This is an optimization exercise on Yosys and OpenROAD, whose aim is small area, a short achievable clock period and few clock cycles per item, not a production implementation. Only simulation tests tie the RTL to the original design; equivalence was not proved.

==> design/flow/design.v <==
module aes_g_xor (input a, input b, output y);
  assign y = a ^ b;
endmodule
module aes_g_xnor (input a, input b, output y);
  assign y = ~(a ^ b);
endmodule
module aes_g_nand (input a, input b, output y);
  assign y = ~(a & b);
endmodule
module aes_g_nor (input a, input b, output y);
  assign y = ~(a | b);
endmodule
module aes_g_andn (input a, input b, output y);
  assign y = ~a & b;
endmodule
module aes_sbox (
  input  [7:0] x,
  output [7:0] y
);
  wire U0 = x[7], U1 = x[6], U2 = x[5], U3 = x[4];
  wire U4 = x[3], U5 = x[2], U6 = x[1], U7 = x[0];
  wire T1;
  aes_g_xor g0 (.a(U0), .b(U3), .y(T1));
  wire T2;
  aes_g_xor g1 (.a(U0), .b(U5), .y(T2));
  wire T3;
  aes_g_xor g2 (.a(U0), .b(U6), .y(T3));
  wire T4;
  aes_g_xor g3 (.a(U3), .b(U5), .y(T4));
  wire T5;
  aes_g_xor g4 (.a(U4), .b(U6), .y(T5));
  wire T6;
  aes_g_xor g5 (.a(T1), .b(T5), .y(T6));
  wire T7;
  aes_g_xor g6 (.a(U1), .b(U2), .y(T7));
  wire T8;
  aes_g_xor g7 (.a(U7), .b(T6), .y(T8));
  wire T9;
  aes_g_xor g8 (.a(U7), .b(T7), .y(T9));
  wire T10;
  aes_g_xor g9 (.a(T6), .b(T7), .y(T10));
  wire T11;
  aes_g_xor g10 (.a(U1), .b(U5), .y(T11));
  wire T12;
  aes_g_xnor g11 (.a(U2), .b(U5), .y(T12));
  wire T13;
  aes_g_xor g12 (.a(T3), .b(T4), .y(T13));
  wire T14;
  aes_g_xor g13 (.a(T6), .b(T11), .y(T14));
  wire T15;
  aes_g_xor g14 (.a(T5), .b(T11), .y(T15));
  wire T16;
  aes_g_xnor g15 (.a(T5), .b(T12), .y(T16));
  wire T17;
  aes_g_xor g16 (.a(T9), .b(T16), .y(T17));
  wire T18;
  aes_g_xor g17 (.a(U3), .b(U7), .y(T18));
  wire T19;
  aes_g_xor g18 (.a(T7), .b(T18), .y(T19));
  wire T20;
  aes_g_xor g19 (.a(T1), .b(T19), .y(T20));
  wire T21;
  aes_g_xor g20 (.a(U6), .b(U7), .y(T21));
  wire T22;
  aes_g_xor g21 (.a(T7), .b(T21), .y(T22));
  wire T23;
  aes_g_xor g22 (.a(T2), .b(T22), .y(T23));
  wire T24;
  aes_g_xor g23 (.a(T2), .b(T10), .y(T24));
  wire T25;
  aes_g_xor g24 (.a(T20), .b(T17), .y(T25));
  wire T26;
  aes_g_xor g25 (.a(T3), .b(T16), .y(T26));
  wire T27;
  aes_g_xnor g26 (.a(T1), .b(T12), .y(T27));
  wire M1;
  aes_g_nand g27 (.a(T13), .b(T6), .y(M1));
  wire M2;
  aes_g_nand g28 (.a(T23), .b(T8), .y(M2));
  wire M3;
  aes_g_xor g29 (.a(T14), .b(M1), .y(M3));
  wire M4;
  aes_g_nand g30 (.a(T19), .b(U7), .y(M4));
  wire M5;
  aes_g_xnor g31 (.a(M4), .b(M1), .y(M5));
  wire M6;
  aes_g_nand g32 (.a(T3), .b(T16), .y(M6));
  wire M7;
  aes_g_nand g33 (.a(T22), .b(T9), .y(M7));
  wire M8;
  aes_g_xor g34 (.a(T26), .b(M6), .y(M8));
  wire M9;
  aes_g_nand g35 (.a(T20), .b(T17), .y(M9));
  wire M10;
  aes_g_xor g36 (.a(M9), .b(M6), .y(M10));
  wire M11;
  aes_g_nand g37 (.a(T1), .b(T15), .y(M11));
  wire M12;
  aes_g_nand g38 (.a(T4), .b(T27), .y(M12));
  wire M13;
  aes_g_xor g39 (.a(M12), .b(M11), .y(M13));
  wire M14;
  aes_g_nand g40 (.a(T2), .b(T10), .y(M14));
  wire M15;
  aes_g_xor g41 (.a(M14), .b(M11), .y(M15));
  wire M16;
  aes_g_xnor g42 (.a(M3), .b(M2), .y(M16));
  wire M17;
  aes_g_xnor g43 (.a(M5), .b(T24), .y(M17));
  wire M18;
  aes_g_xnor g44 (.a(M8), .b(M7), .y(M18));
  wire M19;
  aes_g_xnor g45 (.a(M10), .b(M15), .y(M19));
  wire M20;
  aes_g_xnor g46 (.a(M16), .b(M13), .y(M20));
  wire M21;
  aes_g_xor g47 (.a(M17), .b(M15), .y(M21));
  wire M22;
  aes_g_xnor g48 (.a(M18), .b(M13), .y(M22));
  wire M23;
  aes_g_xnor g49 (.a(M19), .b(T25), .y(M23));
  wire M24;
  aes_g_xnor g50 (.a(M22), .b(M23), .y(M24));
  wire M25;
  aes_g_nand g51 (.a(M22), .b(M20), .y(M25));
  wire M26;
  aes_g_xor g52 (.a(M21), .b(M25), .y(M26));
  wire M27;
  aes_g_xnor g53 (.a(M20), .b(M21), .y(M27));
  wire M28;
  aes_g_xor g54 (.a(M23), .b(M25), .y(M28));
  wire M29;
  aes_g_nor g55 (.a(M28), .b(M27), .y(M29));
  wire M30;
  aes_g_nor g56 (.a(M26), .b(M24), .y(M30));
  wire M31;
  aes_g_nand g57 (.a(M20), .b(M23), .y(M31));
  wire M32;
  aes_g_nor g58 (.a(M27), .b(M31), .y(M32));
  wire M33;
  aes_g_xor g59 (.a(M27), .b(M25), .y(M33));
  wire M34;
  aes_g_nand g60 (.a(M21), .b(M22), .y(M34));
  wire M35;
  aes_g_nor g61 (.a(M24), .b(M34), .y(M35));
  wire M36;
  aes_g_xor g62 (.a(M24), .b(M25), .y(M36));
  wire M37;
  aes_g_xor g63 (.a(M21), .b(M29), .y(M37));
  wire M38;
  aes_g_xor g64 (.a(M32), .b(M33), .y(M38));
  wire M39;
  aes_g_xor g65 (.a(M23), .b(M30), .y(M39));
  wire M40;
  aes_g_xor g66 (.a(M35), .b(M36), .y(M40));
  wire M41;
  aes_g_xor g67 (.a(M38), .b(M40), .y(M41));
  wire M42;
  aes_g_xor g68 (.a(M37), .b(M39), .y(M42));
  wire M43;
  aes_g_xor g69 (.a(M37), .b(M38), .y(M43));
  wire M44;
  aes_g_xor g70 (.a(M39), .b(M40), .y(M44));
  wire M45;
  aes_g_xor g71 (.a(M42), .b(M41), .y(M45));
  wire M46;
  aes_g_nand g72 (.a(M44), .b(T6), .y(M46));
  wire M47;
  aes_g_nand g73 (.a(M40), .b(T8), .y(M47));
  wire M48;
  aes_g_nand g74 (.a(M39), .b(U7), .y(M48));
  wire M49;
  aes_g_nand g75 (.a(M43), .b(T16), .y(M49));
  wire M50;
  aes_g_nand g76 (.a(M38), .b(T9), .y(M50));
  wire M51;
  aes_g_nand g77 (.a(M37), .b(T17), .y(M51));
  wire M52;
  aes_g_nand g78 (.a(M42), .b(T15), .y(M52));
  wire M53;
  aes_g_nand g79 (.a(M45), .b(T27), .y(M53));
  wire M54;
  aes_g_nand g80 (.a(M41), .b(T10), .y(M54));
  wire M55;
  aes_g_nand g81 (.a(M44), .b(T13), .y(M55));
  wire M56;
  aes_g_nand g82 (.a(M40), .b(T23), .y(M56));
  wire M57;
  aes_g_nand g83 (.a(M39), .b(T19), .y(M57));
  wire M58;
  aes_g_nand g84 (.a(M43), .b(T3), .y(M58));
  wire M59;
  aes_g_nand g85 (.a(M38), .b(T22), .y(M59));
  wire M60;
  aes_g_nand g86 (.a(M37), .b(T20), .y(M60));
  wire M61;
  aes_g_nand g87 (.a(M42), .b(T1), .y(M61));
  wire M62;
  aes_g_nand g88 (.a(M45), .b(T4), .y(M62));
  wire M63;
  aes_g_nand g89 (.a(M41), .b(T2), .y(M63));
  wire L0;
  aes_g_xor g90 (.a(M61), .b(M62), .y(L0));
  wire L1;
  aes_g_xnor g91 (.a(M50), .b(M56), .y(L1));
  wire L2;
  aes_g_xor g92 (.a(M46), .b(M48), .y(L2));
  wire L3;
  aes_g_xnor g93 (.a(M47), .b(M55), .y(L3));
  wire L4;
  aes_g_xor g94 (.a(M54), .b(M58), .y(L4));
  wire L5;
  aes_g_xnor g95 (.a(M49), .b(M61), .y(L5));
  wire L6;
  aes_g_xnor g96 (.a(M62), .b(L5), .y(L6));
  wire L7;
  aes_g_xor g97 (.a(M46), .b(L3), .y(L7));
  wire L8;
  aes_g_xnor g98 (.a(M51), .b(M59), .y(L8));
  wire L9;
  aes_g_xnor g99 (.a(M52), .b(M53), .y(L9));
  wire L10;
  aes_g_xnor g100 (.a(M53), .b(L4), .y(L10));
  wire L11;
  aes_g_xor g101 (.a(M60), .b(L2), .y(L11));
  wire L12;
  aes_g_xnor g102 (.a(M48), .b(M51), .y(L12));
  wire L13;
  aes_g_xor g103 (.a(M50), .b(L0), .y(L13));
  wire L14;
  aes_g_xnor g104 (.a(M52), .b(M61), .y(L14));
  wire L15;
  aes_g_xor g105 (.a(M55), .b(L1), .y(L15));
  wire L16;
  aes_g_xnor g106 (.a(M56), .b(L0), .y(L16));
  wire L17;
  aes_g_xor g107 (.a(M57), .b(L1), .y(L17));
  wire L18;
  aes_g_xor g108 (.a(M58), .b(L8), .y(L18));
  wire L19;
  aes_g_xnor g109 (.a(M63), .b(L4), .y(L19));
  wire L20;
  aes_g_xnor g110 (.a(L0), .b(L1), .y(L20));
  wire L21;
  aes_g_xnor g111 (.a(L1), .b(L7), .y(L21));
  wire L22;
  aes_g_xor g112 (.a(L3), .b(L12), .y(L22));
  wire L23;
  aes_g_xor g113 (.a(L18), .b(L2), .y(L23));
  wire L24;
  aes_g_xor g114 (.a(L15), .b(L9), .y(L24));
  wire L25;
  aes_g_xnor g115 (.a(L6), .b(L10), .y(L25));
  wire L26;
  aes_g_xnor g116 (.a(L7), .b(L9), .y(L26));
  wire L27;
  aes_g_xnor g117 (.a(L8), .b(L10), .y(L27));
  wire L28;
  aes_g_xnor g118 (.a(L11), .b(L14), .y(L28));
  wire L29;
  aes_g_xnor g119 (.a(L11), .b(L17), .y(L29));
  wire S0;
  aes_g_xor g120 (.a(L6), .b(L24), .y(S0));
  wire S1;
  aes_g_xnor g121 (.a(L16), .b(L26), .y(S1));
  wire S2;
  aes_g_xor g122 (.a(L19), .b(L28), .y(S2));
  wire S3;
  aes_g_xnor g123 (.a(L6), .b(L21), .y(S3));
  wire S4;
  aes_g_xor g124 (.a(L20), .b(L22), .y(S4));
  wire S5;
  aes_g_xor g125 (.a(L25), .b(L29), .y(S5));
  wire S6;
  aes_g_xor g126 (.a(L13), .b(L27), .y(S6));
  wire S7;
  aes_g_xor g127 (.a(L6), .b(L23), .y(S7));
  assign y = {S0, S1, S2, S3, S4, S5, S6, S7};
endmodule
module aes_sbox_pre (
  input  [7:0] xe,
  input  [7:0] xd,
  input        enc,
  output [7:0] y
);
  function [7:0] inv_aff(input [7:0] b);
    inv_aff = {b[6:0], b[7]} ^ {b[4:0], b[7:5]} ^ {b[1:0], b[7:2]} ^ 8'h05;
  endfunction
  assign y = enc ? xe : inv_aff(xd);
endmodule
module aes_x8 (input [7:0] a, input [7:0] b, output [7:0] y);
  assign y = a ^ b;
endmodule
module aes_xt (input [7:0] a, output [7:0] y);
  assign y = {a[6:0], 1'b0} ^ (a[7] ? 8'h1b : 8'h00);
endmodule
module aes_mc_col (
  input  [7:0] a0, a1, a2, a3,
  output [7:0] y0, y1, y2, y3
);
  wire [7:0] p01, p12, p23, p30, x0, x1, x2, x3, q0, q1, q2, q3;
  aes_x8 u_p01 (.a(a0), .b(a1), .y(p01));
  aes_x8 u_p12 (.a(a1), .b(a2), .y(p12));
  aes_x8 u_p23 (.a(a2), .b(a3), .y(p23));
  aes_x8 u_p30 (.a(a3), .b(a0), .y(p30));
  aes_xt u_x0 (.a(p01), .y(x0));
  aes_xt u_x1 (.a(p12), .y(x1));
  aes_xt u_x2 (.a(p23), .y(x2));
  aes_xt u_x3 (.a(p30), .y(x3));
  aes_x8 u_q0 (.a(a1), .b(p23), .y(q0));
  aes_x8 u_q1 (.a(a2), .b(p30), .y(q1));
  aes_x8 u_q2 (.a(a3), .b(p01), .y(q2));
  aes_x8 u_q3 (.a(a0), .b(p12), .y(q3));
  aes_x8 u_y0 (.a(q0), .b(x0), .y(y0));
  aes_x8 u_y1 (.a(q1), .b(x1), .y(y1));
  aes_x8 u_y2 (.a(q2), .b(x2), .y(y2));
  aes_x8 u_y3 (.a(q3), .b(x3), .y(y3));
endmodule
module aes_corr (
  input  [7:0] a0, a1, a2, a3,
  output [7:0] w, z
);
  function [7:0] m4(input [7:0] a);    
    m4 = {a[5:0], 2'b00} ^ (a[7] ? 8'h36 : 8'h00) ^ (a[6] ? 8'h1b : 8'h00);
  endfunction
  function [7:0] m8(input [7:0] a);    
    m8 = {a[4:0], 3'b000} ^ (a[7] ? 8'h6c : 8'h00) ^ (a[6] ? 8'h36 : 8'h00) ^ (a[5] ? 8'h1b : 8'h00);
  endfunction
  wire [7:0] e = a0 ^ a2;
  wire [7:0] f = a1 ^ a3;
  wire [7:0] s8 = m8(e ^ f);
  assign w = s8 ^ m4(e);
  assign z = s8 ^ m4(f);
endmodule
module aes_round_pre (
  input  [127:0] st_in,
  input          enc,
  output [127:0] u
);
  genvar i;
  generate
    for (i = 0; i < 16; i = i + 1) begin : g_pre
      localparam integer R = i % 4;
      localparam integer C = i / 4;
      localparam integer SE = R + 4 * ((C + R) % 4);       
      localparam integer SD = R + 4 * ((C - R + 4) % 4);   
      aes_sbox_pre u_pre (.xe(st_in[127-8*SE -: 8]), .xd(st_in[127-8*SD -: 8]),
                          .enc(enc), .y(u[127-8*i -: 8]));
    end
  endgenerate
endmodule
module aes_round1 (
  input  [127:0] u,
  output [127:0] sy
);
  genvar i;
  generate
    for (i = 0; i < 16; i = i + 1) begin : g_sub
      aes_sbox u_sbox (.x(u[127-8*i -: 8]), .y(sy[127-8*i -: 8]));
    end
  endgenerate
endmodule
module aes_round2 (
  input  [127:0] sy,
  input  [127:0] rkey,
  input  [3:0]   dec,
  input  [3:0]   last,
  output [127:0] st_out
);
  function [7:0] inv_aff(input [7:0] b);
    inv_aff = {b[6:0], b[7]} ^ {b[4:0], b[7:5]} ^ {b[1:0], b[7:2]} ^ 8'h05;
  endfunction
  wire [127:0] sb;     
  wire [127:0] ark;    
  wire [127:0] y;      
  wire [127:0] mc;
  wire [127:0] kk;     
  wire [127:0] mk;
  genvar i;
  generate
    for (i = 0; i < 16; i = i + 1) begin : g_byte
      localparam integer C = i / 4;
      assign sb[127-8*i -: 8] = dec[C] ? inv_aff(sy[127-8*i -: 8]) : sy[127-8*i -: 8];
      aes_x8 u_ark (.a(sb[127-8*i -: 8]), .b(rkey[127-8*i -: 8]), .y(ark[127-8*i -: 8]));
      assign y[127-8*i -: 8] = dec[C] ? ark[127-8*i -: 8] : sb[127-8*i -: 8];
      aes_x8 u_mk (.a(mc[127-8*i -: 8]), .b(kk[127-8*i -: 8]), .y(mk[127-8*i -: 8]));
      assign st_out[127-8*i -: 8] = last[C] ? ark[127-8*i -: 8] : mk[127-8*i -: 8];
    end
    for (i = 0; i < 4; i = i + 1) begin : g_mix
      wire [7:0] w, z;
      aes_corr u_corr (.a0(ark[127-32*i -: 8]), .a1(ark[119-32*i -: 8]),
                       .a2(ark[111-32*i -: 8]), .a3(ark[103-32*i -: 8]), .w(w), .z(z));
      assign kk[127-32*i -: 32] = dec[i] ? {w, z, w, z} : rkey[127-32*i -: 32];
      aes_mc_col u_mc (.a0(y[127-32*i -: 8]), .a1(y[119-32*i -: 8]),
                       .a2(y[111-32*i -: 8]), .a3(y[103-32*i -: 8]),
                       .y0(mc[127-32*i -: 8]), .y1(mc[119-32*i -: 8]),
                       .y2(mc[111-32*i -: 8]), .y3(mc[103-32*i -: 8]));
    end
  endgenerate
endmodule
module aes_key_ctl_s (
  input            dec,
  input      [1:0] klen,
  input      [3:0] rnd,
  output reg [7:0] sin_sel    
);
  always @(*) begin
    case ({dec, klen, rnd})
      7'b0000000: sin_sel = {1'b1, 7'b0100000};
      7'b0000001: sin_sel = {1'b1, 7'b0000001};
      7'b0000010: sin_sel = {1'b1, 7'b0000001};
      7'b0000011: sin_sel = {1'b1, 7'b0000001};
      7'b0000100: sin_sel = {1'b1, 7'b0000001};
      7'b0000101: sin_sel = {1'b1, 7'b0000001};
      7'b0000110: sin_sel = {1'b1, 7'b0000001};
      7'b0000111: sin_sel = {1'b1, 7'b0000001};
      7'b0001000: sin_sel = {1'b1, 7'b0000001};
      7'b0001001: sin_sel = {1'b1, 7'b0000001};
      7'b0001010: sin_sel = {1'b1, 7'b0000001};
      7'b0001011: sin_sel = {1'b1, 7'b0000001};
      7'b0001100: sin_sel = {1'b1, 7'b0000001};
      7'b0001101: sin_sel = {1'b1, 7'b0000001};
      7'b0001110: sin_sel = {1'b1, 7'b0000001};
      7'b0001111: sin_sel = {1'b1, 7'b0000001};
      7'b0010000: sin_sel = {1'b1, 7'b1000000};
      7'b0010001: sin_sel = {1'b0, 7'b0000001};
      7'b0010010: sin_sel = {1'b1, 7'b0000001};
      7'b0010011: sin_sel = {1'b1, 7'b0000010};
      7'b0010100: sin_sel = {1'b0, 7'b0000001};
      7'b0010101: sin_sel = {1'b1, 7'b0000001};
      7'b0010110: sin_sel = {1'b1, 7'b0000010};
      7'b0010111: sin_sel = {1'b0, 7'b0000001};
      7'b0011000: sin_sel = {1'b1, 7'b0000001};
      7'b0011001: sin_sel = {1'b1, 7'b0000010};
      7'b0011010: sin_sel = {1'b0, 7'b0000001};
      7'b0011011: sin_sel = {1'b1, 7'b0000001};
      7'b0011100: sin_sel = {1'b1, 7'b0000010};
      7'b0011101: sin_sel = {1'b0, 7'b0000001};
      7'b0011110: sin_sel = {1'b1, 7'b0000001};
      7'b0011111: sin_sel = {1'b1, 7'b0000010};
      7'b0100000: sin_sel = {1'b1, 7'b1000000};
      7'b0100001: sin_sel = {1'b1, 7'b0000001};
      7'b0100010: sin_sel = {1'b0, 7'b0000001};
      7'b0100011: sin_sel = {1'b1, 7'b0000001};
      7'b0100100: sin_sel = {1'b0, 7'b0000001};
      7'b0100101: sin_sel = {1'b1, 7'b0000001};
      7'b0100110: sin_sel = {1'b0, 7'b0000001};
      7'b0100111: sin_sel = {1'b1, 7'b0000001};
      7'b0101000: sin_sel = {1'b0, 7'b0000001};
      7'b0101001: sin_sel = {1'b1, 7'b0000001};
      7'b0101010: sin_sel = {1'b0, 7'b0000001};
      7'b0101011: sin_sel = {1'b1, 7'b0000001};
      7'b0101100: sin_sel = {1'b0, 7'b0000001};
      7'b0101101: sin_sel = {1'b1, 7'b0000001};
      7'b0101110: sin_sel = {1'b0, 7'b0000001};
      7'b0101111: sin_sel = {1'b1, 7'b0000001};
      7'b1000000: sin_sel = {1'b1, 7'b0000100};
      7'b1000001: sin_sel = {1'b1, 7'b0000100};
      7'b1000010: sin_sel = {1'b1, 7'b0000100};
      7'b1000011: sin_sel = {1'b1, 7'b0000100};
      7'b1000100: sin_sel = {1'b1, 7'b0000100};
      7'b1000101: sin_sel = {1'b1, 7'b0000100};
      7'b1000110: sin_sel = {1'b1, 7'b0000100};
      7'b1000111: sin_sel = {1'b1, 7'b0000100};
      7'b1001000: sin_sel = {1'b1, 7'b0000100};
      7'b1001001: sin_sel = {1'b1, 7'b0000100};
      7'b1001010: sin_sel = {1'b1, 7'b0000100};
      7'b1001011: sin_sel = {1'b1, 7'b0000100};
      7'b1001100: sin_sel = {1'b1, 7'b0000100};
      7'b1001101: sin_sel = {1'b1, 7'b0000100};
      7'b1001110: sin_sel = {1'b1, 7'b0000100};
      7'b1001111: sin_sel = {1'b1, 7'b0000100};
      7'b1010000: sin_sel = {1'b0, 7'b0000001};
      7'b1010001: sin_sel = {1'b1, 7'b0010000};
      7'b1010010: sin_sel = {1'b1, 7'b0001000};
      7'b1010011: sin_sel = {1'b0, 7'b0000001};
      7'b1010100: sin_sel = {1'b1, 7'b0010000};
      7'b1010101: sin_sel = {1'b1, 7'b0001000};
      7'b1010110: sin_sel = {1'b0, 7'b0000001};
      7'b1010111: sin_sel = {1'b1, 7'b0010000};
      7'b1011000: sin_sel = {1'b1, 7'b0001000};
      7'b1011001: sin_sel = {1'b0, 7'b0000001};
      7'b1011010: sin_sel = {1'b1, 7'b0010000};
      7'b1011011: sin_sel = {1'b1, 7'b0001000};
      7'b1011100: sin_sel = {1'b0, 7'b0000001};
      7'b1011101: sin_sel = {1'b1, 7'b0010000};
      7'b1011110: sin_sel = {1'b1, 7'b0001000};
      7'b1011111: sin_sel = {1'b0, 7'b0000001};
      7'b1100000: sin_sel = {1'b0, 7'b0001000};
      7'b1100001: sin_sel = {1'b1, 7'b0001000};
      7'b1100010: sin_sel = {1'b0, 7'b0001000};
      7'b1100011: sin_sel = {1'b1, 7'b0001000};
      7'b1100100: sin_sel = {1'b0, 7'b0001000};
      7'b1100101: sin_sel = {1'b1, 7'b0001000};
      7'b1100110: sin_sel = {1'b0, 7'b0001000};
      7'b1100111: sin_sel = {1'b1, 7'b0001000};
      7'b1101000: sin_sel = {1'b0, 7'b0001000};
      7'b1101001: sin_sel = {1'b1, 7'b0001000};
      7'b1101010: sin_sel = {1'b0, 7'b0001000};
      7'b1101011: sin_sel = {1'b1, 7'b0001000};
      7'b1101100: sin_sel = {1'b0, 7'b0001000};
      7'b1101101: sin_sel = {1'b1, 7'b0001000};
      7'b1101110: sin_sel = {1'b0, 7'b0001000};
      7'b1101111: sin_sel = {1'b1, 7'b0001000};
      default: sin_sel = 8'd0;
    endcase
  end
endmodule
module aes_key_ctl_x (
  input             dec,
  input      [1:0]  klen,
  input      [3:0]  rnd,
  output     [29:0] ctl
);
  reg [14:0] ctl_a;
  reg [14:0] ctl_b;
  always @(*) begin
    case ({dec, klen, rnd})
      7'b0000000: ctl_a = {5'b00001, 5'b00001, 5'b00001};
      7'b0000001: ctl_a = {5'b00001, 5'b00001, 5'b00001};
      7'b0000010: ctl_a = {5'b00001, 5'b00001, 5'b00001};
      7'b0000011: ctl_a = {5'b00001, 5'b00001, 5'b00001};
      7'b0000100: ctl_a = {5'b00001, 5'b00001, 5'b00001};
      7'b0000101: ctl_a = {5'b00001, 5'b00001, 5'b00001};
      7'b0000110: ctl_a = {5'b00001, 5'b00001, 5'b00001};
      7'b0000111: ctl_a = {5'b00001, 5'b00001, 5'b00001};
      7'b0001000: ctl_a = {5'b00001, 5'b00001, 5'b00001};
      7'b0001001: ctl_a = {5'b00001, 5'b00001, 5'b00001};
      7'b0001010: ctl_a = {5'b00001, 5'b00001, 5'b00001};
      7'b0001011: ctl_a = {5'b00001, 5'b00001, 5'b00001};
      7'b0001100: ctl_a = {5'b00001, 5'b00001, 5'b00001};
      7'b0001101: ctl_a = {5'b00001, 5'b00001, 5'b00001};
      7'b0001110: ctl_a = {5'b00001, 5'b00001, 5'b00001};
      7'b0001111: ctl_a = {5'b00001, 5'b00001, 5'b00001};
      7'b0010000: ctl_a = {5'b00001, 5'b00001, 5'b00001};
      7'b0010001: ctl_a = {5'b00010, 5'b00001, 5'b00001};
      7'b0010010: ctl_a = {5'b00001, 5'b00001, 5'b00001};
      7'b0010011: ctl_a = {5'b00010, 5'b00001, 5'b00010};
      7'b0010100: ctl_a = {5'b00010, 5'b00001, 5'b00001};
      7'b0010101: ctl_a = {5'b00001, 5'b00001, 5'b00001};
      7'b0010110: ctl_a = {5'b00010, 5'b00001, 5'b00010};
      7'b0010111: ctl_a = {5'b00010, 5'b00001, 5'b00001};
      7'b0011000: ctl_a = {5'b00001, 5'b00001, 5'b00001};
      7'b0011001: ctl_a = {5'b00010, 5'b00001, 5'b00010};
      7'b0011010: ctl_a = {5'b00010, 5'b00001, 5'b00001};
      7'b0011011: ctl_a = {5'b00001, 5'b00001, 5'b00001};
      7'b0011100: ctl_a = {5'b00010, 5'b00001, 5'b00010};
      7'b0011101: ctl_a = {5'b00010, 5'b00001, 5'b00001};
      7'b0011110: ctl_a = {5'b00001, 5'b00001, 5'b00001};
      7'b0011111: ctl_a = {5'b00010, 5'b00001, 5'b00010};
      7'b0100000: ctl_a = {5'b00001, 5'b00001, 5'b00001};
      7'b0100001: ctl_a = {5'b00001, 5'b00001, 5'b00001};
      7'b0100010: ctl_a = {5'b00001, 5'b00001, 5'b00001};
      7'b0100011: ctl_a = {5'b00001, 5'b00001, 5'b00001};
      7'b0100100: ctl_a = {5'b00001, 5'b00001, 5'b00001};
      7'b0100101: ctl_a = {5'b00001, 5'b00001, 5'b00001};
      7'b0100110: ctl_a = {5'b00001, 5'b00001, 5'b00001};
      7'b0100111: ctl_a = {5'b00001, 5'b00001, 5'b00001};
      7'b0101000: ctl_a = {5'b00001, 5'b00001, 5'b00001};
      7'b0101001: ctl_a = {5'b00001, 5'b00001, 5'b00001};
      7'b0101010: ctl_a = {5'b00001, 5'b00001, 5'b00001};
      7'b0101011: ctl_a = {5'b00001, 5'b00001, 5'b00001};
      7'b0101100: ctl_a = {5'b00001, 5'b00001, 5'b00001};
      7'b0101101: ctl_a = {5'b00001, 5'b00001, 5'b00001};
      7'b0101110: ctl_a = {5'b00001, 5'b00001, 5'b00001};
      7'b0101111: ctl_a = {5'b00001, 5'b00001, 5'b00001};
      7'b1000000: ctl_a = {5'b10000, 5'b01000, 5'b10000};
      7'b1000001: ctl_a = {5'b10000, 5'b01000, 5'b10000};
      7'b1000010: ctl_a = {5'b10000, 5'b01000, 5'b10000};
      7'b1000011: ctl_a = {5'b10000, 5'b01000, 5'b10000};
      7'b1000100: ctl_a = {5'b10000, 5'b01000, 5'b10000};
      7'b1000101: ctl_a = {5'b10000, 5'b01000, 5'b10000};
      7'b1000110: ctl_a = {5'b10000, 5'b01000, 5'b10000};
      7'b1000111: ctl_a = {5'b10000, 5'b01000, 5'b10000};
      7'b1001000: ctl_a = {5'b10000, 5'b01000, 5'b10000};
      7'b1001001: ctl_a = {5'b10000, 5'b01000, 5'b10000};
      7'b1001010: ctl_a = {5'b10000, 5'b01000, 5'b10000};
      7'b1001011: ctl_a = {5'b10000, 5'b01000, 5'b10000};
      7'b1001100: ctl_a = {5'b10000, 5'b01000, 5'b10000};
      7'b1001101: ctl_a = {5'b10000, 5'b01000, 5'b10000};
      7'b1001110: ctl_a = {5'b10000, 5'b01000, 5'b10000};
      7'b1001111: ctl_a = {5'b10000, 5'b01000, 5'b10000};
      7'b1010000: ctl_a = {5'b01000, 5'b00100, 5'b01000};
      7'b1010001: ctl_a = {5'b01000, 5'b00100, 5'b01000};
      7'b1010010: ctl_a = {5'b01000, 5'b10000, 5'b01000};
      7'b1010011: ctl_a = {5'b01000, 5'b00100, 5'b01000};
      7'b1010100: ctl_a = {5'b01000, 5'b00100, 5'b01000};
      7'b1010101: ctl_a = {5'b01000, 5'b10000, 5'b01000};
      7'b1010110: ctl_a = {5'b01000, 5'b00100, 5'b01000};
      7'b1010111: ctl_a = {5'b01000, 5'b00100, 5'b01000};
      7'b1011000: ctl_a = {5'b01000, 5'b10000, 5'b01000};
      7'b1011001: ctl_a = {5'b01000, 5'b00100, 5'b01000};
      7'b1011010: ctl_a = {5'b01000, 5'b00100, 5'b01000};
      7'b1011011: ctl_a = {5'b01000, 5'b10000, 5'b01000};
      7'b1011100: ctl_a = {5'b01000, 5'b00100, 5'b01000};
      7'b1011101: ctl_a = {5'b01000, 5'b00100, 5'b01000};
      7'b1011110: ctl_a = {5'b01000, 5'b10000, 5'b01000};
      7'b1011111: ctl_a = {5'b01000, 5'b00100, 5'b01000};
      7'b1100000: ctl_a = {5'b00100, 5'b00010, 5'b00100};
      7'b1100001: ctl_a = {5'b00100, 5'b00010, 5'b00100};
      7'b1100010: ctl_a = {5'b00100, 5'b00010, 5'b00100};
      7'b1100011: ctl_a = {5'b00100, 5'b00010, 5'b00100};
      7'b1100100: ctl_a = {5'b00100, 5'b00010, 5'b00100};
      7'b1100101: ctl_a = {5'b00100, 5'b00010, 5'b00100};
      7'b1100110: ctl_a = {5'b00100, 5'b00010, 5'b00100};
      7'b1100111: ctl_a = {5'b00100, 5'b00010, 5'b00100};
      7'b1101000: ctl_a = {5'b00100, 5'b00010, 5'b00100};
      7'b1101001: ctl_a = {5'b00100, 5'b00010, 5'b00100};
      7'b1101010: ctl_a = {5'b00100, 5'b00010, 5'b00100};
      7'b1101011: ctl_a = {5'b00100, 5'b00010, 5'b00100};
      7'b1101100: ctl_a = {5'b00100, 5'b00010, 5'b00100};
      7'b1101101: ctl_a = {5'b00100, 5'b00010, 5'b00100};
      7'b1101110: ctl_a = {5'b00100, 5'b00010, 5'b00100};
      7'b1101111: ctl_a = {5'b00100, 5'b00010, 5'b00100};
      default: ctl_a = 15'd0;
    endcase
  end
  always @(*) begin
    case ({dec, klen, rnd})
      7'b0000000: ctl_b = {3'b001, 3'b001, 1'b1, 8'h01};
      7'b0000001: ctl_b = {3'b001, 3'b100, 1'b1, 8'h02};
      7'b0000010: ctl_b = {3'b001, 3'b100, 1'b1, 8'h04};
      7'b0000011: ctl_b = {3'b001, 3'b100, 1'b1, 8'h08};
      7'b0000100: ctl_b = {3'b001, 3'b100, 1'b1, 8'h10};
      7'b0000101: ctl_b = {3'b001, 3'b100, 1'b1, 8'h20};
      7'b0000110: ctl_b = {3'b001, 3'b100, 1'b1, 8'h40};
      7'b0000111: ctl_b = {3'b001, 3'b100, 1'b1, 8'h80};
      7'b0001000: ctl_b = {3'b001, 3'b100, 1'b1, 8'h1b};
      7'b0001001: ctl_b = {3'b001, 3'b100, 1'b1, 8'h36};
      7'b0001010: ctl_b = {3'b001, 3'b100, 1'b1, 8'h6c};
      7'b0001011: ctl_b = {3'b001, 3'b100, 1'b1, 8'hd8};
      7'b0001100: ctl_b = {3'b001, 3'b100, 1'b1, 8'hab};
      7'b0001101: ctl_b = {3'b001, 3'b100, 1'b1, 8'h4d};
      7'b0001110: ctl_b = {3'b001, 3'b100, 1'b1, 8'h9a};
      7'b0001111: ctl_b = {3'b001, 3'b100, 1'b1, 8'h8d};
      7'b0010000: ctl_b = {3'b001, 3'b001, 1'b1, 8'h01};
      7'b0010001: ctl_b = {3'b001, 3'b010, 1'b0, 8'h00};
      7'b0010010: ctl_b = {3'b001, 3'b010, 1'b1, 8'h02};
      7'b0010011: ctl_b = {3'b001, 3'b010, 1'b1, 8'h04};
      7'b0010100: ctl_b = {3'b001, 3'b010, 1'b0, 8'h00};
      7'b0010101: ctl_b = {3'b001, 3'b010, 1'b1, 8'h08};
      7'b0010110: ctl_b = {3'b001, 3'b010, 1'b1, 8'h10};
      7'b0010111: ctl_b = {3'b001, 3'b010, 1'b0, 8'h00};
      7'b0011000: ctl_b = {3'b001, 3'b010, 1'b1, 8'h20};
      7'b0011001: ctl_b = {3'b001, 3'b010, 1'b1, 8'h40};
      7'b0011010: ctl_b = {3'b001, 3'b010, 1'b0, 8'h00};
      7'b0011011: ctl_b = {3'b001, 3'b010, 1'b1, 8'h80};
      7'b0011100: ctl_b = {3'b001, 3'b010, 1'b1, 8'h1b};
      7'b0011101: ctl_b = {3'b001, 3'b010, 1'b0, 8'h00};
      7'b0011110: ctl_b = {3'b001, 3'b010, 1'b1, 8'h36};
      7'b0011111: ctl_b = {3'b001, 3'b010, 1'b1, 8'h6c};
      7'b0100000: ctl_b = {3'b001, 3'b001, 1'b1, 8'h01};
      7'b0100001: ctl_b = {3'b001, 3'b001, 1'b1, 8'h01};
      7'b0100010: ctl_b = {3'b001, 3'b001, 1'b0, 8'h00};
      7'b0100011: ctl_b = {3'b001, 3'b001, 1'b1, 8'h02};
      7'b0100100: ctl_b = {3'b001, 3'b001, 1'b0, 8'h00};
      7'b0100101: ctl_b = {3'b001, 3'b001, 1'b1, 8'h04};
      7'b0100110: ctl_b = {3'b001, 3'b001, 1'b0, 8'h00};
      7'b0100111: ctl_b = {3'b001, 3'b001, 1'b1, 8'h08};
      7'b0101000: ctl_b = {3'b001, 3'b001, 1'b0, 8'h00};
      7'b0101001: ctl_b = {3'b001, 3'b001, 1'b1, 8'h10};
      7'b0101010: ctl_b = {3'b001, 3'b001, 1'b0, 8'h00};
      7'b0101011: ctl_b = {3'b001, 3'b001, 1'b1, 8'h20};
      7'b0101100: ctl_b = {3'b001, 3'b001, 1'b0, 8'h00};
      7'b0101101: ctl_b = {3'b001, 3'b001, 1'b1, 8'h40};
      7'b0101110: ctl_b = {3'b001, 3'b001, 1'b0, 8'h00};
      7'b0101111: ctl_b = {3'b001, 3'b001, 1'b1, 8'h80};
      7'b1000000: ctl_b = {3'b010, 3'b100, 1'b1, 8'h8d};
      7'b1000001: ctl_b = {3'b010, 3'b100, 1'b1, 8'h01};
      7'b1000010: ctl_b = {3'b010, 3'b100, 1'b1, 8'h02};
      7'b1000011: ctl_b = {3'b010, 3'b100, 1'b1, 8'h04};
      7'b1000100: ctl_b = {3'b010, 3'b100, 1'b1, 8'h08};
      7'b1000101: ctl_b = {3'b010, 3'b100, 1'b1, 8'h10};
      7'b1000110: ctl_b = {3'b010, 3'b100, 1'b1, 8'h20};
      7'b1000111: ctl_b = {3'b010, 3'b100, 1'b1, 8'h40};
      7'b1001000: ctl_b = {3'b010, 3'b100, 1'b1, 8'h80};
      7'b1001001: ctl_b = {3'b010, 3'b100, 1'b1, 8'h1b};
      7'b1001010: ctl_b = {3'b010, 3'b100, 1'b1, 8'h36};
      7'b1001011: ctl_b = {3'b010, 3'b100, 1'b1, 8'h6c};
      7'b1001100: ctl_b = {3'b010, 3'b100, 1'b1, 8'hd8};
      7'b1001101: ctl_b = {3'b010, 3'b100, 1'b1, 8'hab};
      7'b1001110: ctl_b = {3'b010, 3'b100, 1'b1, 8'h4d};
      7'b1001111: ctl_b = {3'b010, 3'b100, 1'b1, 8'h9a};
      7'b1010000: ctl_b = {3'b100, 3'b010, 1'b0, 8'h00};
      7'b1010001: ctl_b = {3'b010, 3'b010, 1'b1, 8'h01};
      7'b1010010: ctl_b = {3'b100, 3'b010, 1'b1, 8'h02};
      7'b1010011: ctl_b = {3'b100, 3'b010, 1'b0, 8'h00};
      7'b1010100: ctl_b = {3'b010, 3'b010, 1'b1, 8'h04};
      7'b1010101: ctl_b = {3'b100, 3'b010, 1'b1, 8'h08};
      7'b1010110: ctl_b = {3'b100, 3'b010, 1'b0, 8'h00};
      7'b1010111: ctl_b = {3'b010, 3'b010, 1'b1, 8'h10};
      7'b1011000: ctl_b = {3'b100, 3'b010, 1'b1, 8'h20};
      7'b1011001: ctl_b = {3'b100, 3'b010, 1'b0, 8'h00};
      7'b1011010: ctl_b = {3'b010, 3'b010, 1'b1, 8'h40};
      7'b1011011: ctl_b = {3'b100, 3'b010, 1'b1, 8'h80};
      7'b1011100: ctl_b = {3'b100, 3'b010, 1'b0, 8'h00};
      7'b1011101: ctl_b = {3'b010, 3'b010, 1'b1, 8'h1b};
      7'b1011110: ctl_b = {3'b100, 3'b010, 1'b1, 8'h36};
      7'b1011111: ctl_b = {3'b100, 3'b010, 1'b0, 8'h00};
      7'b1100000: ctl_b = {3'b010, 3'b001, 1'b0, 8'h00};
      7'b1100001: ctl_b = {3'b010, 3'b001, 1'b1, 8'h01};
      7'b1100010: ctl_b = {3'b010, 3'b001, 1'b0, 8'h00};
      7'b1100011: ctl_b = {3'b010, 3'b001, 1'b1, 8'h02};
      7'b1100100: ctl_b = {3'b010, 3'b001, 1'b0, 8'h00};
      7'b1100101: ctl_b = {3'b010, 3'b001, 1'b1, 8'h04};
      7'b1100110: ctl_b = {3'b010, 3'b001, 1'b0, 8'h00};
      7'b1100111: ctl_b = {3'b010, 3'b001, 1'b1, 8'h08};
      7'b1101000: ctl_b = {3'b010, 3'b001, 1'b0, 8'h00};
      7'b1101001: ctl_b = {3'b010, 3'b001, 1'b1, 8'h10};
      7'b1101010: ctl_b = {3'b010, 3'b001, 1'b0, 8'h00};
      7'b1101011: ctl_b = {3'b010, 3'b001, 1'b1, 8'h20};
      7'b1101100: ctl_b = {3'b010, 3'b001, 1'b0, 8'h00};
      7'b1101101: ctl_b = {3'b010, 3'b001, 1'b1, 8'h40};
      7'b1101110: ctl_b = {3'b010, 3'b001, 1'b0, 8'h00};
      7'b1101111: ctl_b = {3'b010, 3'b001, 1'b1, 8'h80};
      default: ctl_b = 15'd0;
    endcase
  end
  assign ctl = {ctl_a, ctl_b};
endmodule
module aes_key_sin (
  input  [255:0] r,
  input  [6:0]   sin_sel,    
  output [31:0]  sin
);
  wire [31:0] s2 = r[191:160], s3 = r[159:128];
  wire [31:0] s4 = r[127:96],  s5 = r[95:64],   s6 = r[63:32],   s7 = r[31:0];
  assign sin = ({32{sin_sel[0]}} & s7) | ({32{sin_sel[1]}} & (s3 ^ s2 ^ s7)) |
               ({32{sin_sel[2]}} & (s4 ^ s5)) | ({32{sin_sel[3]}} & s4) |
               ({32{sin_sel[4]}} & s6) | ({32{sin_sel[5]}} & s3) | ({32{sin_sel[6]}} & s5);
endmodule
module aes_key_sub (
  input  [31:0] sin,
  output [31:0] t
);
  genvar i;
  generate
    for (i = 0; i < 4; i = i + 1) begin : g_sub
      aes_sbox u_sbox (.x(sin[31-8*i -: 8]), .y(t[31-8*i -: 8]));
    end
  endgenerate
endmodule
module aes_key_step (
  input  [255:0] r,
  input  [31:0]  sw,      
  input  [36:0]  ctl,
  output [127:0] nw       
);
  wire [31:0] t = {sw[31:24] ^ ctl[7:0], sw[23:0]};    
  wire [31:0] s0 = r[255:224], s1 = r[223:192], s2 = r[191:160], s3 = r[159:128];
  wire [31:0] s4 = r[127:96],  s5 = r[95:64],   s6 = r[63:32],   s7 = r[31:0];
  wire [4:0] x0s = ctl[29:25];
  wire [4:0] x1s = ctl[24:20];
  wire [4:0] x2s = ctl[19:15];
  wire [2:0] x3s = ctl[14:12];
  wire [2:0] bs  = ctl[11:9];
  wire [31:0] b0 = ({32{bs[0]}} & s0) | ({32{bs[1]}} & s2) | ({32{bs[2]}} & s4);
  wire [31:0] b1 = ({32{bs[0]}} & s1) | ({32{bs[1]}} & s3) | ({32{bs[2]}} & s5);
  wire [31:0] b2 = ({32{bs[0]}} & s2) | ({32{bs[1]}} & s4) | ({32{bs[2]}} & s6);
  wire [31:0] b3 = ({32{bs[0]}} & s3) | ({32{bs[1]}} & s5) | ({32{bs[2]}} & s7);
  wire [31:0] n0, n1, n2, n3;
  wire [31:0] x0 = ({32{x0s[0]}} & t)  | ({32{x0s[1]}} & s7) | ({32{x0s[2]}} & s1) |
                   ({32{x0s[3]}} & s3) | ({32{x0s[4]}} & s5);
  wire [31:0] x1 = ({32{x1s[0]}} & n0) | ({32{x1s[1]}} & s2) | ({32{x1s[2]}} & s4) |
                   ({32{x1s[3]}} & s6) | ({32{x1s[4]}} & t);
  wire [31:0] x2 = ({32{x2s[0]}} & n1) | ({32{x2s[1]}} & t)  | ({32{x2s[2]}} & s3) |
                   ({32{x2s[3]}} & s5) | ({32{x2s[4]}} & s7);
  wire [31:0] x3 = ({32{x3s[0]}} & n2) | ({32{x3s[1]}} & t)  | ({32{x3s[2]}} & s6);
  assign n0 = b0 ^ x0;
  assign n1 = b1 ^ x1;
  assign n2 = b2 ^ x2;
  assign n3 = b3 ^ x3;
  assign nw = {n0, n1, n2, n3};
endmodule
module aes_ecb_core (
  input              clk,
  input              rst,         
  input              key_load,    
  input      [1:0]   key_len,
  input      [255:0] key_in,
  input              blk_start,   
  input              decrypt,     
  input      [127:0] blk_in,
  output             ready,
  output reg         done,        
  output     [127:0] blk_out
);
  reg          ph;        
  reg  [1:0]   klen;      
  reg  [255:0] k0;        
  reg          k0x;       
  reg  [255:0] ke;        
  reg          kev;       
  reg  [127:0] ib;
  reg          ibv;
  reg          ibdec;
  reg  [127:0] x, y, ob;
  reg          xv, yv;
  reg  [127:0] rk;        
  reg          sdec;      
  reg          slast;     
  reg  [3:0]   sdec_c;    
  reg  [3:0]   slast_c;   
  reg  [255:0] kr;        
  reg  [31:0]  ks;        
  reg  [31:0]  kt;        
  reg  [36:0]  kctl;      
  reg  [3:0]   kn;        
  reg          pact;      
  reg          kext;      
  reg          kprep;     
  reg          kph;       
  reg          pdec;      
  reg  [1:0]   pklen;
  reg          ecap;      
  reg          jstart;    
  wire [3:0] knr = (klen == 2'd0) ? 4'd10 : (klen == 2'd1) ? 4'd12 : 4'd14;
  wire [3:0] pnr = (pklen == 2'd0) ? 4'd10 : (pklen == 2'd1) ? 4'd12 : 4'd14;
  wire       last_n = (kn == (pdec ? 4'd0 : pnr));    
  wire [31:0]  t;
  wire [127:0] nw;
  aes_key_sub  u_ksub (.sin(ks), .t(t));
  aes_key_step u_kstp (.r(kr), .sw(kt), .ctl(kctl), .nw(nw));
  wire [255:0] kr_next = {kr[127:0], nw};
  wire [127:0] s1, s2, u;
  aes_round1 u_r1 (.u(x), .sy(s1));
  aes_round2 u_r2 (.sy(y), .rkey(rk),
                   .dec({sdec_c[0], ~sdec_c[1], sdec_c[2], ~sdec_c[3]}),
                   .last({slast_c[0], ~slast_c[1], slast_c[2], ~slast_c[3]}), .st_out(s2));
  aes_round_pre u_pre (.st_in((go_a | go_b) ? (ib ^ rk0) : s2),
                       .enc((go_a | go_b) ? ~ibdec : ~sdec), .u(u));
  wire [127:0] rk0 = ibdec ? {ke[159:128], ke[191:160], ke[223:192], ke[255:224]} : k0[255:128];
  wire kfree   = ~kext & ~kprep & (~pact | slast);
  wire can_go  = ~ph & kfree & ibv;
  wire can_go1 = ph & ~kext & ~kprep & (~pact | last_n) & ibv & ~jstart;
  wire go_ext  = (can_go | can_go1) & ~k0x;
  wire go_prep = (can_go | can_go1) & k0x & ibdec & ~kev;
  wire go_a    = can_go & k0x & ~(ibdec & ~kev);           
  wire go_b    = ph & jstart & ibv & (ibdec == pdec);      
  wire kedge   = (ph == kph);
  wire step    = kedge & (kext | kprep | (pact & ~slast));
  wire cap     = step & ~pdec & (kprep | ecap) & (kn == pnr - 4'd1);
  wire fin     = yv & slast;
  wire [255:0] kr_n    = (go_ext | go_prep) ? k0 : go_a ? (ibdec ? ke : k0) :
                         step ? kr_next : kr;
  wire [3:0]   kn_n    = go_ext ? 4'd0 : go_prep ? 4'd1 : go_a ? (ibdec ? knr - 4'd1 : 4'd1) :
                         step ? (pdec ? kn - 4'd1 : kn + 4'd1) : kn;
  wire         pdec_n  = (go_ext | go_prep) ? 1'b0 : go_a ? ibdec : pdec;
  wire [1:0]   pklen_n = (go_ext | go_prep | go_a) ? klen : pklen;
  wire [7:0]   sin_n;
  wire [29:0]  ctlx_n;
  aes_key_ctl_s u_kcs (.dec(pdec_n), .klen(pklen_n), .rnd(kn_n), .sin_sel(sin_n));
  aes_key_ctl_x u_kcx (.dec(pdec_n), .klen(pklen_n), .rnd(kn_n), .ctl(ctlx_n));
  wire [36:0]  kctl_n = {sin_n[6:0], ctlx_n};
  wire [3:0]   kn_step = pdec ? kn - 4'd1 : kn + 4'd1;
  wire [7:0]   sin_step;
  wire [31:0]  ks_step;
  aes_key_ctl_s u_kcs2 (.dec(pdec), .klen(pklen), .rnd(kn_step), .sin_sel(sin_step));
  aes_key_sin u_ksin (.r(kr_next), .sin_sel(sin_step[6:0]), .sin(ks_step));
  function [31:0] rotw(input [31:0] w);
    rotw = {w[23:0], w[31:24]};
  endfunction
  wire [31:0]  ks_n = go_ext ? rotw((klen == 2'd0) ? k0[159:128] : k0[95:64]) :
                      (go_prep | (go_a & ~ibdec)) ? rotw(k0[31:0]) :
                      go_a ? rotw((klen == 2'd0) ? (ke[127:96] ^ ke[95:64]) : ke[127:96]) :
                      step ? (sin_step[7] ? rotw(ks_step) : ks_step) : ks;
  assign ready   = ready_r;
  assign blk_out = ob;
  wire acc_key = key_load & ready_r;
  wire acc_blk = blk_start & ready_r & ~key_load;
  reg          ready_r;
  wire ph_nx     = ~ph;
  wire ibv_nx    = acc_blk | (ibv & ~(go_a | go_b));
  wire ibdec_nx  = acc_blk ? decrypt : ibdec;
  wire kext_nx   = go_ext | (kext & ~kedge);
  wire kprep_nx  = go_prep | (kprep & ~(kedge & (kn == pnr - 4'd1)));
  wire pact_nx   = go_a | (pact & ~(~ph & slast));
  wire slast_nx = ph ? last_n : slast;
  wire k0x_nx    = acc_key ? key_len[1] : (k0x | (kedge & kext));
  wire kev_nx    = ~acc_key & (kev | cap);
  wire jstart_nx = go_a;
  wire kfree_nx  = ~kext_nx & ~kprep_nx & (~pact_nx | slast_nx);
  wire go_a_nx   = ~ph_nx & kfree_nx & ibv_nx & k0x_nx & ~(ibdec_nx & ~kev_nx);
  wire go_b_nx   = ph_nx & jstart_nx & ibv_nx & (ibdec_nx == pdec_n);
  wire ready_nx  = ~ibv_nx | go_a_nx | go_b_nx;
  wire [255:0] ke_new = {kr_next[31:0], kr_next[63:32], kr_next[95:64], kr_next[127:96],
                         kr_next[159:128], kr_next[191:160], kr_next[223:192], kr_next[255:224]};
  always @(posedge clk) begin
    y  <= s1;
    x  <= u;
    kt <= t;
    ks <= ks_n;
    kctl <= kctl_n;
    ob <= s2;            
    sdec_c[3:2]  <= ph ? {~pdec, pdec} : sdec_c[1:0];
    slast_c[3:2] <= ph ? {~last_n, last_n} : slast_c[1:0];
    if (ph) begin
      rk    <= pdec ? {kr[31:0], kr[63:32], kr[95:64], kr[127:96]} : kr[127:0];
      sdec  <= pdec;
      slast <= last_n;
      sdec_c[1:0]  <= {~pdec, pdec};
      slast_c[1:0] <= {~last_n, last_n};
    end
  end
  always @(posedge clk) begin
    if (rst) begin
      ph     <= 1'b0;
      xv     <= 1'b0;
      yv     <= 1'b0;
      done   <= 1'b0;
      ibv    <= 1'b0;
      kev    <= 1'b0;
      k0x    <= 1'b0;
      pact   <= 1'b0;
      kext   <= 1'b0;
      kprep  <= 1'b0;
      jstart <= 1'b0;
      ready_r <= 1'b1;
    end else begin
      ready_r <= ready_nx;
      ph   <= ~ph;
      done <= fin;
      yv   <= xv;
      xv   <= go_a | go_b | (yv & ~slast);
      if (acc_blk) begin
        ib    <= blk_in;
        ibv   <= 1'b1;
        ibdec <= decrypt;
      end else if (go_a | go_b)
        ibv <= 1'b0;
      kr    <= kr_n;
      kn    <= kn_n;
      pdec  <= pdec_n;
      pklen <= pklen_n;
      if (kedge) begin
        if (kext) kext <= 1'b0;
        if (kprep & (kn == pnr - 4'd1)) kprep <= 1'b0;
      end
      if (~ph & pact & slast) pact <= 1'b0;
      jstart <= go_a;
      if (go_ext | go_prep) kph <= ph;
      if (go_ext)  kext  <= 1'b1;
      if (go_prep) kprep <= 1'b1;
      if (go_a) begin
        pact <= 1'b1;
        ecap <= 1'b1;
        kph  <= 1'b0;
      end
      if (acc_key) begin
        k0   <= key_in;
        klen <= key_len;
        k0x  <= key_len[1];
        kev  <= 1'b0;
        ecap <= 1'b0;
      end else begin
        if (cap) begin
          ke  <= ke_new;
          kev <= 1'b1;
        end
        if (kedge & kext) begin
          if (pklen == 2'd0) k0[127:0] <= nw;
          else               k0[63:0]  <= nw[127:64];
          k0x <= 1'b1;
        end
      end
    end
  end
endmodule
==> design/flow/run.sh <==
#!/bin/bash
# synth_recipe.tcl (not shown) runs the flow's synth.tcl, then flattens the netlist and writes it again
# the make line also repeats each setting of config.mk as NAME=value (left out here)
make -C /OpenROAD-flow-scripts/flow DESIGN_CONFIG=/design/flow/config.mk WORK_HOME=/design/flow/orfs CLKGATE_MAP_FILE= SYNTH_SCRIPT=/design/flow/synth_recipe.tcl finish
==> design/flow/config.mk <==
export PLATFORM = sky130hd
export DESIGN_NAME = aes_ecb_core
export DESIGN_NICKNAME = aes_ecb_core
export VERILOG_FILES = /design/flow/design.v
export SDC_FILE = /design/flow/constraint.sdc
export NUM_CORES = 4
export LEC_CHECK = 0
export CAP_MARGIN = 20
export CORE_MARGIN = 2
export CORE_UTILIZATION = 40
export PLACE_DENSITY = 0.55
export SETUP_SLACK_MARGIN = 5
export SLEW_MARGIN = 20
export SYNTH_HIERARCHICAL = 1
==> design/flow/constraint.sdc <==
create_clock -name core_clock -period 11.0 [get_ports {clk}]
set_input_delay 2.2000 -clock core_clock [delete_from_list [all_inputs] [get_ports {clk}]]
set_output_delay 2.2000 -clock core_clock [all_outputs]
set_load 0.01 [all_outputs]
==> metrics.md, run 1 <==
| Metric | Value |
|---|---|
| Worst reg-to-reg setup slack | `5.24 ns` |
| Register area | `41400 sq um` |
| Fin crit period | `5.76 ns` |
| Placed wire-length estimate | `approximately 370000 um` |
| Worst-Skew Late Latency | `0.91 ns` |
| Initial Util | `0.402` |
| Clock sinks | `1531` |
| RSZ-0062 raised after global routing | `false` |
| Multi-input logic area | `approximately 68000 sq um` |
| Avg Cell Area, Syn | `10.5 sq um` |
| Grt ovf | `0` |
| Req. time, crit path | `between 10 and 15 ns` |
| FILL cells | `26600` |
| Post-DR vias/cell | `between 5 and 6` |
| Vias in the first global route | `83800` |
| Worst r2r src | `kctl[10]$_DFF_P_` |
| Startpoint Class | `register` |
| Final period util | `0.523` |
| Final WL | `483000 um` |
| Final instance area | `127000 sq um` |
| Max-Cap Viols | `0` |
| Syn. warnings | `12` |
| Site Rows | `between 150 and 200` |
| Die Ht | `539 um` |
| Slew @ Worst Pin | `1.29 ns` |
| Total negative slack | `0 ns` |
| Max clock buf depth | `4` |
| Max_slew headroom | `0.119` |
| Worst-path clk slew | `0.06 ns` |
| DRC Markers | `0` |
| Largest net degree at the start of global routing | `199` |
| Layout Nets | `11300` |
| Wirelength per Cell | `32.5 um` |
| Syn Nets | `11300` |
| GP Congestion | `0.998` |
| Worst R2R Path Depth | `13` |
| Slew Viols, Final | `0` |
| Die area | `between 200000 and 300000 sq um` |
| Share of layout cells above drive strength 1 | `0.109` |
| First-pass iteration count of the detailed router | `11` |
| GRT Overall Usage | `0.320` |
| Worst-path fanout max | `92` |
| Min-Delay Path Class | `reg2reg` |
| Hold Crit Start | `xv$_SDFF_PP0_` |
| Synthesized area | `around 110000 sq um` |
| Die extent in x | `539 um` |
| Placed Area | `121000 sq um` |
| CTS tree | `built` |
| Port Buf Inserts | `520` |
| Initial antenna violation count | `28` |
| Core Box Area | `285000 sq um` |
| Status | `timing/DRC/antenna clean` |
| Vias | `between 80000 and 90000` |
| Crit path kind | `reg2reg` |
| Critical R2R Capture | `ks[14]$_DFFE_PP_` |
| DRT iter0 DRCs | `about 13000` |
| Clk_skew | `0.0791 ns` |
| Post-CTS Setup Inserts | `0` |
| Htree depth | `4` |
| Num CTS Buffers | `between 150 and 200` |
| First-pass GRT wire length | `663000 um` |
| Syn Inst Count | `between 10000 and 15000` |
| # setup viols final | `0` |
| Worst Path Arrival | `6.33 ns` |
| Layout area overhead | `11.3%` |
| Final hold vios | `0` |
| Crit. End Element | `register` |
| ANT nets after route | `0` |
| Clk root buf | `clkbuf_16` |
| WHS Path Cells | `1` |
| Max Clk Rate | `around 170 MHz` |
| Top-Level Pins | `521` |
| WHS Endpoint | `yv$_SDFF_PP0_` |
==> layer usage <==
layer	GRT usage	wire (um)	up-vias
met4	0.153	27000	2
li1	-	-	38100
met2	0.475	205000	5104
met1	0.446	205000	43500
met3	0.0593	45400	686
met5	0	13	-
==> flip-flops by register name (all words and copies together), names as in the netlist, 128 cells and up <==
| name | count |
|---|---|
| ob | 128 |
| ke | 256 |
| kr | 256 |
| x | 128 |
| ib | 128 |
| k0 | 256 |
| rk | 128 |
| y | 128 |
==> worst max-delay path by stage <==
stage          depth (start not counted)  slack [ns]                 from                to
6_report                              13        5.24     kctl[10]$_DFF_P_  ks[14]$_DFFE_PP_
5_1_grt                               15        5.13  sdec_c[1]$_DFFE_PP_    x[108]$_DFF_P_
4_1_cts                               14        5.07  sdec_c[1]$_DFFE_PP_    x[108]$_DFF_P_
2_1_floorplan                          6        3.81             key_load   ke[0]$_DFFE_PP_
3_3_place_gp                          14        4.98  sdec_c[1]$_DFFE_PP_    x[108]$_DFF_P_
3_5_place_dp                          15        5.03  sdec_c[1]$_DFFE_PP_    x[108]$_DFF_P_
==> worst max-delay path: stages, from the launching register on <==
cell      delay [ns]
dfxtp_4         0.50
buf_12          0.27
a222oi_1        0.76
nand2b_1        0.19
mux2i_1         0.09
o211ai_2        0.58
mux2i_1         0.34
xor2_1          0.59
xor3_1          0.54
nand2_1         0.07
nand4_1         0.50
mux2i_1         0.51
a211o_1         0.22
a32oi_1         0.08
==> layout make-up <==
type,instances,share of cell area
Inverter,157,0.00474
Clock inverter,108,0.00888
Sequential cell,1531,0.325
Clock buffer,235,0.0399
Timing Repair Buffer,668,0.0512
Multi-Input combinational cell,8392,0.533
Tap cell,3762,0.0370
Antenna cell,7,0.000138
==> cells in the final DEF (no fill, tap or decap), drive strengths merged, types with 33 or more instances in the layout <==
cell	instances
nand2	1528
nand3	71
a22o	40
xnor3	140
nand2b	51
buf	148
clkbuf	235
a32oi	33
a222oi	168
clkinv	68
a21boi	53
dfxtp	458
nor2	196
nand4	35
a211o	35
inv	163
xnor2	831
or3	129
o21ai	713
xor2	2142
o211ai	71
clkdlybuf4s50	520
mux2	486
o2bb2ai	132
and3	138
mux2i	328
a21oi	273
nor2b	73
a2bb2oi	128
xor3	204
a22oi	166
edfxtp	1073
==> timing repair <==
action / CTS / global route
resized for setup: 0 / 4
setup endpoints to repair: 0 / 2
hold buffers: 0 / 0
==> through the flow <==
| step | instances | utilization | setup slack [ns] | hold WS [ns] |
|---|---|---|---|---|
| 6_report | 14900 | 0.447 | 5.24 | 0.454 |
| 5_1_grt | 14900 | 0.447 | 5.13 | 0.460 |
| 4_1_cts | 14900 | 0.447 | 5.07 | 0.458 |
| 3_3_place_gp | 14500 | 0.425 | 4.98 | 0.428 |
| 2_1_floorplan | 10900 | - | 3.81 | 0.414 |
| 3_5_place_dp | 14500 | 0.425 | 5.03 | 0.447 |
Testbench counts, summed over its fixed seeds: cycles 16,073, items 1,080.
==> run 2, diff against run 1 <==
--- a/design/flow/design.v
+++ b/design/flow/design.v
@@ -279,2 +279,21 @@
 endmodule
+module aes_invaff (
+  input  [7:0] b,
+  output [7:0] y
+);
+  wire p25, p36, p47, p03, p14;
+  aes_g_xor  g0 (.a(b[2]), .b(b[5]), .y(p25));
+  aes_g_xor  g1 (.a(b[3]), .b(b[6]), .y(p36));
+  aes_g_xor  g2 (.a(b[4]), .b(b[7]), .y(p47));
+  aes_g_xor  g3 (.a(b[0]), .b(b[3]), .y(p03));
+  aes_g_xor  g4 (.a(b[1]), .b(b[4]), .y(p14));
+  aes_g_xnor g5 (.a(p25), .b(b[7]), .y(y[0]));
+  aes_g_xor  g6 (.a(p36), .b(b[0]), .y(y[1]));
+  aes_g_xnor g7 (.a(p47), .b(b[1]), .y(y[2]));
+  aes_g_xor  g8 (.a(p25), .b(b[0]), .y(y[3]));
+  aes_g_xor  g9 (.a(p36), .b(b[1]), .y(y[4]));
+  aes_g_xor  g10 (.a(p47), .b(b[2]), .y(y[5]));
+  aes_g_xor  g11 (.a(p03), .b(b[5]), .y(y[6]));
+  aes_g_xor  g12 (.a(p14), .b(b[6]), .y(y[7]));
+endmodule
 module aes_sbox_pre (
@@ -285,6 +304,5 @@
 );
-  function [7:0] inv_aff(input [7:0] b);
-    inv_aff = {b[6:0], b[7]} ^ {b[4:0], b[7:5]} ^ {b[1:0], b[7:2]} ^ 8'h05;
-  endfunction
-  assign y = enc ? xe : inv_aff(xd);
+  wire [7:0] d;
+  aes_invaff u_ia (.b(xd), .y(d));
+  assign y = enc ? xe : d;
 endmodule
@@ -369,5 +387,2 @@
 );
-  function [7:0] inv_aff(input [7:0] b);
-    inv_aff = {b[6:0], b[7]} ^ {b[4:0], b[7:5]} ^ {b[1:0], b[7:2]} ^ 8'h05;
-  endfunction
   wire [127:0] sb;     
@@ -382,3 +397,5 @@
       localparam integer C = i / 4;
-      assign sb[127-8*i -: 8] = dec[C] ? inv_aff(sy[127-8*i -: 8]) : sy[127-8*i -: 8];
+      wire [7:0] ia;
+      aes_invaff u_ia (.b(sy[127-8*i -: 8]), .y(ia));
+      assign sb[127-8*i -: 8] = dec[C] ? ia : sy[127-8*i -: 8];
       aes_x8 u_ark (.a(sb[127-8*i -: 8]), .b(rkey[127-8*i -: 8]), .y(ark[127-8*i -: 8]));
==> design/flow/flow/run.sh (new file) <==
#!/bin/bash
set -euo pipefail
export SETUP_SLACK_MARGIN=6.0
bash standard.sh > standard_flow.log 2>&1
==> design/flow/standard.sh (new file) <==
#!/bin/bash
# synth_recipe.tcl (not shown) runs the flow's synth.tcl, then flattens the netlist and writes it again
# the make line also repeats each setting of config.mk as NAME=value (left out here)
make -C /OpenROAD-flow-scripts/flow DESIGN_CONFIG=/design/flow/config.mk WORK_HOME=/design/flow/orfs CLKGATE_MAP_FILE= SYNTH_SCRIPT=/design/flow/synth_recipe.tcl "${@:-finish}"
--- a/design/flow/config.mk
+++ b/design/flow/config.mk
@@ -11,3 +11,2 @@
 export PLACE_DENSITY = 0.55
-export SETUP_SLACK_MARGIN = 5
 export SLEW_MARGIN = 20
removed: design/flow/run.sh
==> run 2 against run 1 <==
Net effect: maximum frequency up 13%; area after synthesis is 0.68% lower; die area shrank 0.68%; clock skew is 0.0045 ns lower; register-to-register slack improved by 0.66 ns; largest cell class unchanged.
==> metrics.md, run 2 <==
| Metric | Value |
|---|---|
| Status | `timing/DRC/antenna clean (unchanged)` |
| Crit. End Element | `register (unchanged)` |
| DRT iter0 DRCs | `12300 (was 12700)` |
| Global-route met1 utilization | `0.452 (was 0.446)` |
| Slew Viols, Final | `0 (unchanged)` |
| Site Rows | `195 (was 196)` |
| Syn Inst Count | `10700 (was 10900)` |
| Hold-fix buffers at CTS | `0 (unchanged)` |
| # setup viols final | `0 (unchanged)` |
| Slew @ Worst Pin | `1.25 ns (was 1.29 ns)` |
| Core Util, Final | `0.462 (was 0.447)` |
| Die Ht | `537 um (was 539 um)` |
| Vias in the first global route | `83200 (was 83800)` |
| Layout Nets | `11200 (was 11300)` |
| DRC Markers | `0 (unchanged)` |
| Final WL | `486000 um (was 483000 um)` |
| FILL cells | `26000 (was 26600)` |
| CTS tree | `built (unchanged)` |
| Syn. warnings | `10 (was 12)` |
| Max-Cap Viols | `0 (unchanged)` |
| Commonest non-fill, non-tap cell in the layout | `xor2_1 (unchanged)` |
| Syn Nets | `11100 (was 11300)` |
| Worst Path Arrival | `5.88 ns (was 6.33 ns)` |
| Fin Hold WS | `0.453 ns (was 0.454 ns)` |
| Fin crit period | `5.10 ns (was 5.76 ns)` |
| Port Buf Inserts | `520 (unchanged)` |
| Worst-path fanout max | `156 (was 92)` |
| Startpoint Class | `register (unchanged)` |
| Req. time, crit path | `11.78 ns (was 11.57 ns)` |
| Initial antenna violation count | `36 (was 28)` |
| Final period util | `0.464 (was 0.523)` |
| Num CTS Buffers | `189 (was 188)` |
| Max clock buf depth | `4 (unchanged)` |
| Post-DR vias/cell | `5.92 (was 5.88)` |
| Avg Cell Area, Syn | `10.7 sq um (was 10.5 sq um)` |
| Grt met2 use | `0.480 (was 0.475)` |
| Clk_skew | `0.0746 ns (was 0.0791 ns)` |
| Most frequent cells in the layout | `xor2_1, nand2_1, edfxtp_1 (unchanged)` |
| Top-Level Pins | `521 (unchanged)` |
| Clk root buf | `clkbuf_16 (unchanged)` |
| Worst reg-to-reg setup slack | `5.90 ns (was 5.24 ns)` |
| Share of layout cells above drive strength 1 | `0.176 (was 0.109)` |
| Met3 Usage GRT | `0.0624 (was 0.0593)` |
| Initial Util | `0.402 (about the same)` |
| Grt ovf | `0 (unchanged)` |
| Worst-Skew Late Latency | `0.91 ns (about the same)` |
| Wirelength per Cell | `32.9 um (was 32.5 um)` |
| Final hold vios | `0 (unchanged)` |
| Die extent in x | `537 um (was 539 um)` |
| Worst setup margin | `5.90 ns (was 5.24 ns)` |
| RSZ-0062 raised after global routing | `true (was false)` |
| Worst-path clk slew | `0.06 ns (about the same)` |
| Max_slew headroom | `0.142 (was 0.119)` |
| Clock sinks | `1531 (unchanged)` |
| Largest net degree at the start of global routing | `167 (was 199)` |
| DP Worst Slack | `4.78 ns (was 5.03 ns)` |
| Max Clk Rate | `196 MHz (was 174 MHz)` |
| First-pass GRT wire length | `662000 um (was 663000 um)` |
| Layer with the highest usage | `met2 (unchanged)` |
| Htree depth | `4 (unchanged)` |
| Crit path kind | `reg2reg (unchanged)` |
| Vias | `87300 (was 87400)` |
| GP Congestion | `0.990 (was 0.998)` |
-- run 2: critical path, stage by stage (launching register included) --
cell and delay (ns):
edfxtp_1 0.71, buf_4 0.68, buf_12 0.59, mux2i_1 1.10
xor2_1 0.12, o21ai_0 0.62, xor2_1 0.32, xor2_1 0.13
mux2_4 0.29
-- run 2: layer usage --
metal / routed length (um) / vias to the layer above
li1: - / 37400
met1: 205000 / 43800
met2: 207000 / 5220
met3: 47600 / 794
met4: 25500 / 20
met5: 266 / -
-- run 2: path summary, 6_finish.rpt --
path / startpoint / to / depth (start not counted)
worst max-delay path: ibdec$_DFFE_PN_ / x[69]$_DFF_P_ / 8
worst min-delay path: xv$_SDFF_PP0_ / yv$_SDFF_PP0_ / 1
worst max register to register: ibdec$_DFFE_PN_ / x[69]$_DFF_P_ / 8
worst min register to register: xv$_SDFF_PP0_ / yv$_SDFF_PP0_ / 1
-- run 2: repair_timing --
action / in CTS / in global routing
cloned: 6 / 1
endpoints found under the setup margin: 323 / 268
resized for setup: 137 / 283
setup buffers: 17 / 44
pin swaps: 15 / 60
-- run 2: layout make-up --
class                   instances  area [sq um]  share of cell area
repair inverters                2          17.5            0.000134
well taps                    3743          4680              0.0359
flip-flops and latches       1531         41400               0.317
clock inverters               108          1440              0.0110
inverters                      31           144             0.00110
repair buffers                747          7270              0.0557
clock buffers                 241          5150              0.0394
diodes                         22          55.1            0.000422
multi-input cells            8326         70400               0.539
-- run 2: metrics by stage --
stage | instances | area (sq um)
floorplan | 10700 | 114000
global placement | 14300 | 120000
detailed placement | 14300 | 120000
CTS | 14700 | 128000
global route | 14700 | 131000
finish | 14800 | 131000
Testbench counts of run 2, summed over its fixed seeds: cycles 16,073, items 1,080.

## port drivers added, routing unchanged
Ports are ideal in the flow. The routed layouts listed here were re-timed in OpenROAD. Step 1 sets driving cells, clkbuf_16 on the clock port and buf_2 on the other inputs (assumed; they add their load-dependent delay and slew). Step 2 also shifts input and output timing later by t, the mid clock arrival at the registers, as if the neighbouring blocks saw the same clock. Slacks: no drivers / after step 1 / after step 2; pairs: no drivers / after step 1.
run | shift t [ns] | setup WS [ns] | clock arrival spread, ns
run 1 | 0.977 | 5.242 / 5.242 / 5.136 | 0.080 / 0.080
run 2 | 0.979 | 5.900 / 5.900 / 5.233 | 0.080 / 0.080
After both steps every run listed still meets setup and hold. The setup slack of run 2, which loses most, moves by 0.000 ns with the drivers and by -0.667 ns with both steps.
